This is an optimization exercise on Yosys and OpenROAD, whose aim is small area, not a production implementation.
The RTL of this run was laid out without a check of its function.
Power is estimated from default activity; no workload was simulated.

### flow/run.sh
#!/bin/bash
# synth_recipe.tcl (not shown) runs the flow's synth.tcl, then flattens the netlist and writes it again
# the make line also repeats each setting of config.mk as NAME=value (left out here)
make -C /OpenROAD-flow-scripts/flow DESIGN_CONFIG=/design/flow/config.mk WORK_HOME=/design/flow/orfs CLKGATE_MAP_FILE= SYNTH_SCRIPT=/design/flow/synth_recipe.tcl finish
### flow/config.mk
export PLATFORM = sky130hd
export DESIGN_NAME = swi2c_crc8
export DESIGN_NICKNAME = swi2c_crc8
export VERILOG_FILES = /design/flow/design.v
export SDC_FILE = /design/flow/constraint.sdc
export NUM_CORES = 4
export LEC_CHECK = 0
export CAP_MARGIN = 20
export CORE_MARGIN = 2
export CORE_UTILIZATION = 40
export SLEW_MARGIN = 20
### flow/constraint.sdc
create_clock -name core_clock -period 10.0 [get_ports {clk}]
set_input_delay 2.0000 -clock core_clock [delete_from_list [all_inputs] [get_ports {clk}]]
set_output_delay 2.0000 -clock core_clock [all_outputs]
set_load 0.01 [all_outputs]
### flow/design.v
module swi2c_crc8 (
    input  wire       clk,
    input  wire       rst,
    input  wire       us_tick,
    input  wire       cmd_valid,
    input  wire [7:0] cmd_data,
    output wire       cmd_ready,
    output wire       rsp_valid,
    output wire [1:0] rsp_kind,
    output wire [7:0] rsp_data,
    input  wire       rsp_ready,
    output wire       sda_drive_low,
    output wire       scl_drive_low,
    input  wire       sda_in,
    input  wire       scl_in,
    output wire       halted,
    output wire [1:0] halt_code
);
    localparam [7:0] OP_INIT   = 8'h10;
    localparam [7:0] OP_START  = 8'h20;
    localparam [7:0] OP_STOP   = 8'h30;
    localparam [7:0] OP_WRITE  = 8'h40;
    localparam [7:0] OP_READA  = 8'h50;
    localparam [7:0] OP_READN  = 8'h51;
    localparam [7:0] OP_CRC    = 8'h60;
    localparam [7:0] OP_LLOW0  = 8'h70;
    localparam [7:0] OP_LLOW1  = 8'h71;
    localparam [7:0] OP_LREL0  = 8'h72;
    localparam [7:0] OP_LREL1  = 8'h73;
    localparam [7:0] OP_LRD0   = 8'h74;
    localparam [7:0] OP_LRD1   = 8'h75;
    localparam [7:0] OP_DELAY  = 8'h80;
    localparam [2:0] S_IDLE = 3'd0;    
    localparam [2:0] S_OPND = 3'd1;    
    localparam [2:0] S_EXEC = 3'd2;    
    localparam [2:0] S_RESP = 3'd3;    
    localparam [2:0] S_HALT = 3'd4;    
    localparam [2:0] EV_LOW  = 3'd0;
    localparam [2:0] EV_REL  = 3'd1;
    localparam [2:0] EV_SMP  = 3'd2;
    localparam [2:0] EV_DLY  = 3'd3;
    localparam [2:0] EV_DONE = 3'd4;
    localparam       L_SDA = 1'b0;
    localparam       L_SCL = 1'b1;
    localparam [1:0] RK_NONE  = 2'd0;
    localparam [1:0] RK_MASK  = 2'd1;
    localparam [1:0] RK_BYTE  = 2'd2;
    localparam [1:0] RK_LEVEL = 2'd3;
    localparam [1:0] H_NOTINIT = 2'd1;
    localparam [1:0] H_RDUNCFG = 2'd2;
    localparam [1:0] H_ILLEGAL = 2'd3;
    reg  [2:0]  state;
    reg  [7:0]  op;           
    reg  [1:0]  stage;        
    reg  [3:0]  step;         
    reg  [2:0]  bitn;         
    reg         cfg_sda, cfg_scl;    
    reg         low_sda, low_scl;    
    reg         dly_busy;
    reg  [15:0] dcnt;         
    reg  [15:0] dly_n;        
    reg  [7:0]  wdata;        
    reg  [7:0]  rdata;        
    reg  [7:0]  crc;          
    reg  [7:0]  crc_left;     
    reg  [1:0]  rsp_kind_r;
    reg  [7:0]  rsp_data_r;
    reg  [1:0]  halt_code_r;
    assign cmd_ready     = (state == S_IDLE) || (state == S_OPND);
    assign rsp_valid     = (state == S_RESP);
    assign rsp_kind      = rsp_kind_r;
    assign rsp_data      = rsp_data_r;
    assign sda_drive_low = low_sda;
    assign scl_drive_low = low_scl;
    assign halted        = (state == S_HALT);
    assign halt_code     = halt_code_r;
    function [7:0] crc8_byte;
        input [7:0] acc_in;
        input [7:0] b;
        reg   [7:0] a;
        integer     k;
        begin
            a = acc_in ^ b;
            for (k = 0; k < 8; k = k + 1)
                a = a[7] ? ((a << 1) ^ 8'h31) : (a << 1);
            crc8_byte = a;
        end
    endfunction
    wire in_legal = (cmd_data == OP_INIT)  || (cmd_data == OP_START) ||
                    (cmd_data == OP_STOP)  || (cmd_data == OP_WRITE) ||
                    (cmd_data == OP_READA) || (cmd_data == OP_READN) ||
                    (cmd_data == OP_CRC)   || (cmd_data == OP_DELAY) ||
                    (cmd_data >= OP_LLOW0 && cmd_data <= OP_LRD1);
    wire in_has_opnd = (cmd_data == OP_WRITE) || (cmd_data == OP_CRC) ||
                       (cmd_data == OP_DELAY);
    function [1:0] pre_fault;
        input [7:0] o;
        input       c_sda, c_scl;
        begin
            pre_fault = 2'd0;
            if (o == OP_STOP || o == OP_WRITE || o == OP_READA || o == OP_READN) begin
                if (!c_sda || !c_scl) pre_fault = H_NOTINIT;
            end else if (o == OP_LRD0) begin
                if (!c_sda) pre_fault = H_RDUNCFG;
            end else if (o == OP_LRD1) begin
                if (!c_scl) pre_fault = H_RDUNCFG;
            end
        end
    endfunction
    reg  [2:0]  ev_kind;
    reg         ev_line;
    reg  [15:0] ev_dly;
    reg         ev_last_bit;    
    reg  [3:0]  ev_loop_to;     
    always @(*) begin
        ev_kind     = EV_DONE;
        ev_line     = L_SDA;
        ev_dly      = 16'd0;
        ev_last_bit = 1'b0;
        ev_loop_to  = 4'd0;
        case (op)
            OP_INIT: case (step)
                4'd0: begin ev_kind = EV_REL; ev_line = L_SDA; end
                4'd1: begin ev_kind = EV_REL; ev_line = L_SCL; end
                default: ev_kind = EV_DONE;
            endcase
            OP_START: case (step)
                4'd0: begin ev_kind = EV_REL; ev_line = L_SDA; end
                4'd1: begin ev_kind = EV_REL; ev_line = L_SCL; end
                4'd2: begin ev_kind = EV_LOW; ev_line = L_SDA; end
                4'd3: begin ev_kind = EV_DLY; ev_dly = 16'd10; end
                4'd4: begin ev_kind = EV_LOW; ev_line = L_SCL; end
                4'd5: begin ev_kind = EV_DLY; ev_dly = 16'd10; end
                default: ev_kind = EV_DONE;
            endcase
            OP_STOP: case (step)
                4'd0: begin ev_kind = EV_LOW; ev_line = L_SDA; end
                4'd1: begin ev_kind = EV_LOW; ev_line = L_SCL; end
                4'd2: begin ev_kind = EV_REL; ev_line = L_SCL; end
                4'd3: begin ev_kind = EV_DLY; ev_dly = 16'd10; end
                4'd4: begin ev_kind = EV_REL; ev_line = L_SDA; end
                4'd5: begin ev_kind = EV_DLY; ev_dly = 16'd10; end
                default: ev_kind = EV_DONE;
            endcase
            OP_WRITE: case (step)
                4'd0: begin ev_kind = wdata[bitn] ? EV_REL : EV_LOW; ev_line = L_SDA; end
                4'd1: begin ev_kind = EV_DLY; ev_dly = 16'd1; end
                4'd2: begin ev_kind = EV_REL; ev_line = L_SCL; end
                4'd3: begin ev_kind = EV_DLY; ev_dly = 16'd5; end
                4'd4: begin ev_kind = EV_LOW; ev_line = L_SCL; end
                4'd5: begin ev_kind = EV_DLY; ev_dly = 16'd1;
                            ev_last_bit = 1'b1; ev_loop_to = 4'd0; end
                4'd6: begin ev_kind = EV_REL; ev_line = L_SDA; end
                4'd7: begin ev_kind = EV_REL; ev_line = L_SCL; end
                4'd8: begin ev_kind = EV_DLY; ev_dly = 16'd1; end
                4'd9: begin ev_kind = EV_SMP; ev_line = L_SDA; end
                4'd10: begin ev_kind = EV_LOW; ev_line = L_SCL; end
                4'd11: begin ev_kind = EV_DLY; ev_dly = 16'd20; end
                default: ev_kind = EV_DONE;
            endcase
            OP_READA, OP_READN: case (step)
                4'd0: begin ev_kind = EV_REL; ev_line = L_SDA; end
                4'd1: begin ev_kind = EV_REL; ev_line = L_SCL; end
                4'd2: begin ev_kind = EV_DLY; ev_dly = 16'd1; end
                4'd3: begin ev_kind = EV_DLY; ev_dly = 16'd3; end
                4'd4: begin ev_kind = EV_SMP; ev_line = L_SDA; end
                4'd5: begin ev_kind = EV_LOW; ev_line = L_SCL; end
                4'd6: begin ev_kind = EV_DLY; ev_dly = 16'd1;
                            ev_last_bit = 1'b1; ev_loop_to = 4'd1; end
                4'd7: begin ev_kind = op[0] ? EV_REL : EV_LOW; ev_line = L_SDA; end
                4'd8: begin ev_kind = EV_DLY; ev_dly = 16'd1; end
                4'd9: begin ev_kind = EV_REL; ev_line = L_SCL; end
                4'd10: begin ev_kind = EV_DLY; ev_dly = 16'd5; end
                4'd11: begin ev_kind = EV_LOW; ev_line = L_SCL; end
                4'd12: begin ev_kind = EV_REL; ev_line = L_SDA; end
                4'd13: begin ev_kind = EV_DLY; ev_dly = 16'd20; end
                default: ev_kind = EV_DONE;
            endcase
            OP_LLOW0, OP_LLOW1: case (step)
                4'd0: begin ev_kind = EV_LOW; ev_line = op[0]; end
                default: ev_kind = EV_DONE;
            endcase
            OP_LREL0, OP_LREL1: case (step)
                4'd0: begin ev_kind = EV_REL; ev_line = op[0]; end
                default: ev_kind = EV_DONE;
            endcase
            OP_LRD0, OP_LRD1: case (step)
                4'd0: begin ev_kind = EV_SMP; ev_line = op[0]; end
                default: ev_kind = EV_DONE;
            endcase
            OP_DELAY: case (step)
                4'd0: begin ev_kind = EV_DLY; ev_dly = dly_n; end
                default: ev_kind = EV_DONE;
            endcase
            default: ev_kind = EV_DONE;
        endcase
    end
    wire smp_val = (ev_line == L_SCL) ? (!low_scl && scl_in)
                                      : (!low_sda && sda_in);
    reg [1:0] done_kind;
    reg [7:0] done_data;
    always @(*) begin
        done_kind = RK_NONE;
        done_data = 8'h00;
        case (op)
            OP_WRITE:           begin done_kind = RK_MASK;  done_data = {7'd0, rdata[0]}; end
            OP_READA, OP_READN: begin done_kind = RK_BYTE;  done_data = rdata; end
            OP_LRD0, OP_LRD1:   begin done_kind = RK_LEVEL; done_data = {7'd0, rdata[0]}; end
            default:            begin done_kind = RK_NONE;  done_data = 8'h00; end
        endcase
    end
    task advance;
        begin
            if (ev_last_bit && bitn != 3'd0) begin
                bitn <= bitn - 3'd1;
                step <= ev_loop_to;
            end else begin
                step <= step + 4'd1;
            end
        end
    endtask
    task begin_exec;
        input [7:0] o;
        reg   [1:0] f;
        begin
            f = pre_fault(o, cfg_sda, cfg_scl);
            op       <= o;
            step     <= 4'd0;
            bitn     <= 3'd7;
            dly_busy <= 1'b0;
            if (f != 2'd0) begin
                halt_code_r <= f;
                state       <= S_HALT;
            end else begin
                state <= S_EXEC;
            end
        end
    endtask
    always @(posedge clk) begin
        if (rst) begin
            state       <= S_IDLE;
            stage       <= 2'd0;
            step        <= 4'd0;
            bitn        <= 3'd7;
            cfg_sda     <= 1'b0;
            cfg_scl     <= 1'b0;
            low_sda     <= 1'b0;
            low_scl     <= 1'b0;
            dly_busy    <= 1'b0;
            halt_code_r <= 2'd0;
        end else begin
            case (state)
                S_IDLE: if (cmd_valid) begin
                    if (!in_legal) begin
                        halt_code_r <= H_ILLEGAL;
                        state       <= S_HALT;
                    end else if (in_has_opnd) begin
                        op    <= cmd_data;
                        stage <= 2'd0;
                        state <= S_OPND;
                    end else begin
                        begin_exec(cmd_data);
                    end
                end
                S_OPND: if (cmd_valid) begin
                    case (op)
                        OP_WRITE: begin
                            wdata <= cmd_data;
                            begin_exec(op);
                        end
                        OP_DELAY: begin
                            if (stage == 2'd0) begin
                                dly_n[15:8] <= cmd_data;
                                stage       <= 2'd1;
                            end else begin
                                dly_n[7:0] <= cmd_data;
                                begin_exec(op);
                            end
                        end
                        default: begin  
                            if (stage == 2'd0) begin
                                crc      <= 8'h00;
                                crc_left <= cmd_data;
                                stage    <= (cmd_data == 8'd0) ? 2'd2 : 2'd1;
                            end else if (stage == 2'd1) begin
                                crc      <= crc8_byte(crc, cmd_data);
                                crc_left <= crc_left - 8'd1;
                                if (crc_left == 8'd1) stage <= 2'd2;
                            end else begin
                                rsp_kind_r <= RK_MASK;
                                rsp_data_r <= (crc != cmd_data) ? 8'h04 : 8'h00;
                                state      <= S_RESP;
                            end
                        end
                    endcase
                end
                S_EXEC: begin
                    case (ev_kind)
                        EV_LOW: begin
                            if (ev_line == L_SCL) begin low_scl <= 1'b1; cfg_scl <= 1'b1; end
                            else                  begin low_sda <= 1'b1; cfg_sda <= 1'b1; end
                            advance;
                        end
                        EV_REL: begin
                            if (ev_line == L_SCL) begin low_scl <= 1'b0; cfg_scl <= 1'b1; end
                            else                  begin low_sda <= 1'b0; cfg_sda <= 1'b1; end
                            advance;
                        end
                        EV_SMP: begin
                            rdata <= {rdata[6:0], smp_val};
                            advance;
                        end
                        EV_DLY: begin
                            if (!dly_busy) begin
                                dcnt     <= ev_dly;
                                dly_busy <= 1'b1;
                            end else if (dcnt == 16'd0) begin
                                dly_busy <= 1'b0;
                                advance;
                            end else if (us_tick) begin
                                dcnt <= dcnt - 16'd1;
                            end
                        end
                        default: begin  
                            rsp_kind_r <= done_kind;
                            rsp_data_r <= done_data;
                            state      <= S_RESP;
                        end
                    endcase
                end
                S_RESP: if (rsp_ready) state <= S_IDLE;
                default: state <= S_HALT;
            endcase
        end
    end
endmodule
==> summary.txt <==
==> path summary, 6_finish.rpt <==
path                       from                 end  slack, ps  cells past startpoint
min          rdata[4]$_DFFE_PP_  rdata[5]$_DFFE_PP_        440                      0
max                 cmd_data[0]     op[6]$_DFFE_PP_       5410                      4
min reg2reg  rdata[4]$_DFFE_PP_  rdata[5]$_DFFE_PP_        440                      0
max reg2reg     op[0]$_DFFE_PP_  rdata[0]$_DFFE_PP_       6430                      6
==> synthesized netlist by cell type, types with 5 or more instances <==
| cell type | number | share of area |
|---|---|---|
| and3_1 | 11 | 0.012 |
| xnor2_1 | 27 | 0.041 |
| nand4_1 | 7 | 0.0075 |
| clkbuf_1 | 22 | 0.014 |
| a31oi_1 | 6 | 0.0064 |
| nor3b_1 | 5 | 0.0064 |
| nor3_1 | 19 | 0.016 |
| ha_1 | 10 | 0.021 |
| and2_1 | 5 | 0.0054 |
| a22oi_1 | 7 | 0.0090 |
| nand2b_1 | 8 | 0.0086 |
| edfxtp_1 | 82 | 0.42 |
| a21oi_1 | 26 | 0.022 |
| o21ai_0 | 33 | 0.028 |
| nand2_1 | 62 | 0.040 |
| xor2_1 | 11 | 0.017 |
| mux2i_1 | 5 | 0.0086 |
| dfxtp_1 | 19 | 0.065 |
| nor4_1 | 7 | 0.0075 |
| nor2b_1 | 10 | 0.011 |
| o22ai_1 | 7 | 0.0075 |
| buf_2 | 7 | 0.0060 |
| nor2_1 | 54 | 0.035 |
| nand3_1 | 18 | 0.015 |
| inv_1 | 18 | 0.012 |
==> registers in the layout, summed over array words and instances, names as in the netlist, 2 cells and up <==
signal	flops
rsp_data_r	8
dly_n	16
op	8
step	4
halt_code_r	2
stage	2
wdata	8
state	3
rdata	8
bitn	3
dcnt	16
crc_left	8
rsp_kind_r	2
crc	8
==> power breakdown <==
part	switching, W	internal [W]
Sequential	0.00000264	0.000453
Clock	0.000176	0.000203
Combinational	0.0000328	0.0000248
Total	0.000211	0.000680
==> final cells by class <==
cell class	instances	area (um^2)
Clock buffer	9	225.2
Clock inverter	7	100.1
Fill cell	1332	7727
Inverter	20	75.07
Multi-Input combinational cell	430	2813
Sequential cell	101	2843
Tap cell	184	230.2
Timing Repair Buffer	37	355.3
==> cell usage in the layout (no fill, tap or decap), types with 8 or more instances in the layout <==
cell and n:
a21oi_1 26, and3_1 11, clkbuf_16 9, clkdlybuf4s50_1 31, dfxtp_1 19, edfxtp_1 82
ha_1 10, inv_1 18, nand2_1 62, nand2b_1 8, nand3_1 18, nor2_1 54
nor2b_1 10, nor3_1 17, o21ai_0 33, xnor2_1 27, xor2_1 11
==> cells by family (layout without fill, tap and decap cells) <==
logic type | after synthesis | in the layout
AOI/OAI and AO/OA | 137 | 137
buffers and inverters | 49 | 73
DFF | 101 | 101
and+or+nand+nor | 237 | 237
xor gates and xnor gates | 38 | 38
muxes | 8 | 8
adders and majority gates | 10 | 10
==> per-layer routing <==
metal,GRT usage,vias up,wire [um]
met2,0.2893,112,6670
met1,0.2599,2215,6804
met3,0.03050,31,566
met5,0,-,0
li1,-,2209,-
met4,0.07799,0,381
==> critical path: stages <==
cell and delay (ps):
clkdlybuf4s50_1 650, nor4_1 650, a221oi_1 380, nor3_1 890
==> stage by stage <==
stage | instance area [um^2] | hold slack, ps | utilization | total power, W
after floorplan | 5821 | 417.4 | - | 0.0005000
after global placement | 6306 | 428.5 | 0.4389 | 0.0005217
after detailed placement | 6311 | 424.5 | 0.4392 | 0.0005221
after CTS | 6636 | 442.1 | 0.4619 | 0.0008970
after global routing | 6641 | 449.4 | 0.4622 | 0.0009213
final | 6641 | 443.0 | 0.4622 | 0.0008912
==> key figures <==
Timing
  • Fmax: 217.6 MHz
  • Final setup violation count: 0
  • Post-route clock period utilization: 0.4595
  • Final Skew: 9.799 ps
  • Final Critical Period: 4595 ps
  • Slew Limit Headroom: 0.3311
  • Unrepaired setup endpoints after global routing: false
  • Final-layout setup total negative slack: 0 ps
  • Count of endpoints failing hold in the final timing report: 0
  • Final worst-path setup slack: about 5400 ps
  • Pin slew with the least headroom to its limit: 995.7 ps
  • Count of final max-slew check failures: 0

Clocking
  • Clock tree from TritonCTS: done
  • Maximum number of buffers from clock root to sink: 2
  • Gates resized, CTS repair: 0
  • Hold-fix buffers, CTS: 0
  • Setup Buffers After CTS: 0
  • Number of buffers added by the clock tree synthesis step: 9
  • Clock tree sinks: 101
  • Latest clock arrival within the worst-skew pair: 360 ps
  • CTS clk-pin slew, worst paths: 70 ps
  • Clock tree root buffer cell: clkbuf_16
  • Max H-tree Level: 3

Power
  • Leakage dissipation: ~2.3 nW
  • Total power per unit cell area: 134.2 mW/mm^2
  • Worst VDD drop: around 0.076 mV

Synthesis
  • Area fraction in and, or, nand and nor cells after synthesis: 0.2130
  • Post-synthesis adder-cell area fraction: 0.02150
  • Main synth FF type: edfxtp_1
  • Cells after synthesis: 580
  • Sequential share of the synthesized area: 0.4884
  • Share of the synthesized area in compound gates (AO/OA/AOI/OAI): 0.1679
  • Synth warn: 1
  • Post-synth EDFFs: 82
  • Post-Syn Nets: a little over 600
  • Yosys reg bits: 101
  • Average cell area after synthesis: 10.04 um^2
  • Proportion of register bits with asynchronous set or reset after synthesis: 0
  • Combinational family with the most area after synthesis: simple AND/OR/NAND/NOR gates
  • Area of the mapped netlist: 0.005821 mm^2
  • Netlist cell types: 75
  • Proportion of synthesized area in mux cells: 0.01892
  • Xor/xnor share of the synthesized area: 0.05718

Die
  • Core footprint: around 0.014 mm^2
  • Number of ports placed on the die boundary: 32
  • Die width: around 120 um
  • Die span in y: 124.6 um
  • Std-Cell Rows: 44
  • Die ar.: 0.01553 mm^2
  • Starting Density: 0.4051

Global routing
  • Wire length of the first global-routing pass: 22960 um
  • Number of global-route vias before repair: between 4000 and 5000
  • Maximum number of pins on one net before global-route repair: 29
  • Total routing usage reported by global routing: 0.1867
  • Total overflow reported by the global router: 0
  • Number of antenna violations at the first check in global routing: 0

Setup path
  • CP Max Fanout: 11
  • Crit path DAT: 4570 ps
  • Endpoint kind of the worst setup timing path: register
  • CP Data Required Time: 9980 ps
  • Start-to-end type of the worst setup path: in2reg
  • Kind of start point of the critical path: input port

Routing
  • Routed WL: 14420 um
  • Post-detailed-route via-to-cell ratio: 5.796
  • Drt wl/cell: roughly 18 um
  • Detailed Route Iter0 Violations: 450
  • Initial DRT Pass Iterations: 4
  • Remaining antenna violation count after routing: 0
  • Remaining design rule violation count: 0
  • Total vias in the final route: 4567

Final layout
  • Antenna fix cells: 0
  • Fraction of final layout cells with drive strength greater than 1: 0.08775
  • Area growth from synthesis to final layout: 14.10%
  • Final-stage net count: around 620
  • Post-Layout Cell Count: 788

Outcome
  • Outcome: finished clean

Place
  • HPWL after detailed placement: 10310 um
  • # placed instances: 772
  • Post-place setup slack: 5034 ps
  • Number of buffer cells added on primary ports: 31
  • Routability cong.: between 0.8 and 0.9

Run
  • Max_cap viols: 0

Worst hold path
  • Hold Crit Class: reg2reg

## afterwards: timing with drivers on the ports
The results above use ideal ports. As a check the final layout listed here was re-extracted and re-timed, cells and wires unchanged. Step 1 sets driving cells, clkbuf_16 on the clock port and buf_2 on the other inputs (assumed; they add their load-dependent delay and slew). Step 2 times the ports against the registers' clock, not the clock port: input delays grow and output delays shrink by t, the midpoint of the rising clock arrivals with the driver on. Slacks: ideal ports / drivers / drivers and shift; pairs: ideal ports / drivers.
t, ns: 0.392
slack for setup (ns): 5.405 / 5.425 / 5.033
worst setup path at the end: input to register
After both steps this run still meets setup and hold. For this run, drivers alone change the setup slack by +0.020 ns; drivers and shift together by -0.372 ns.
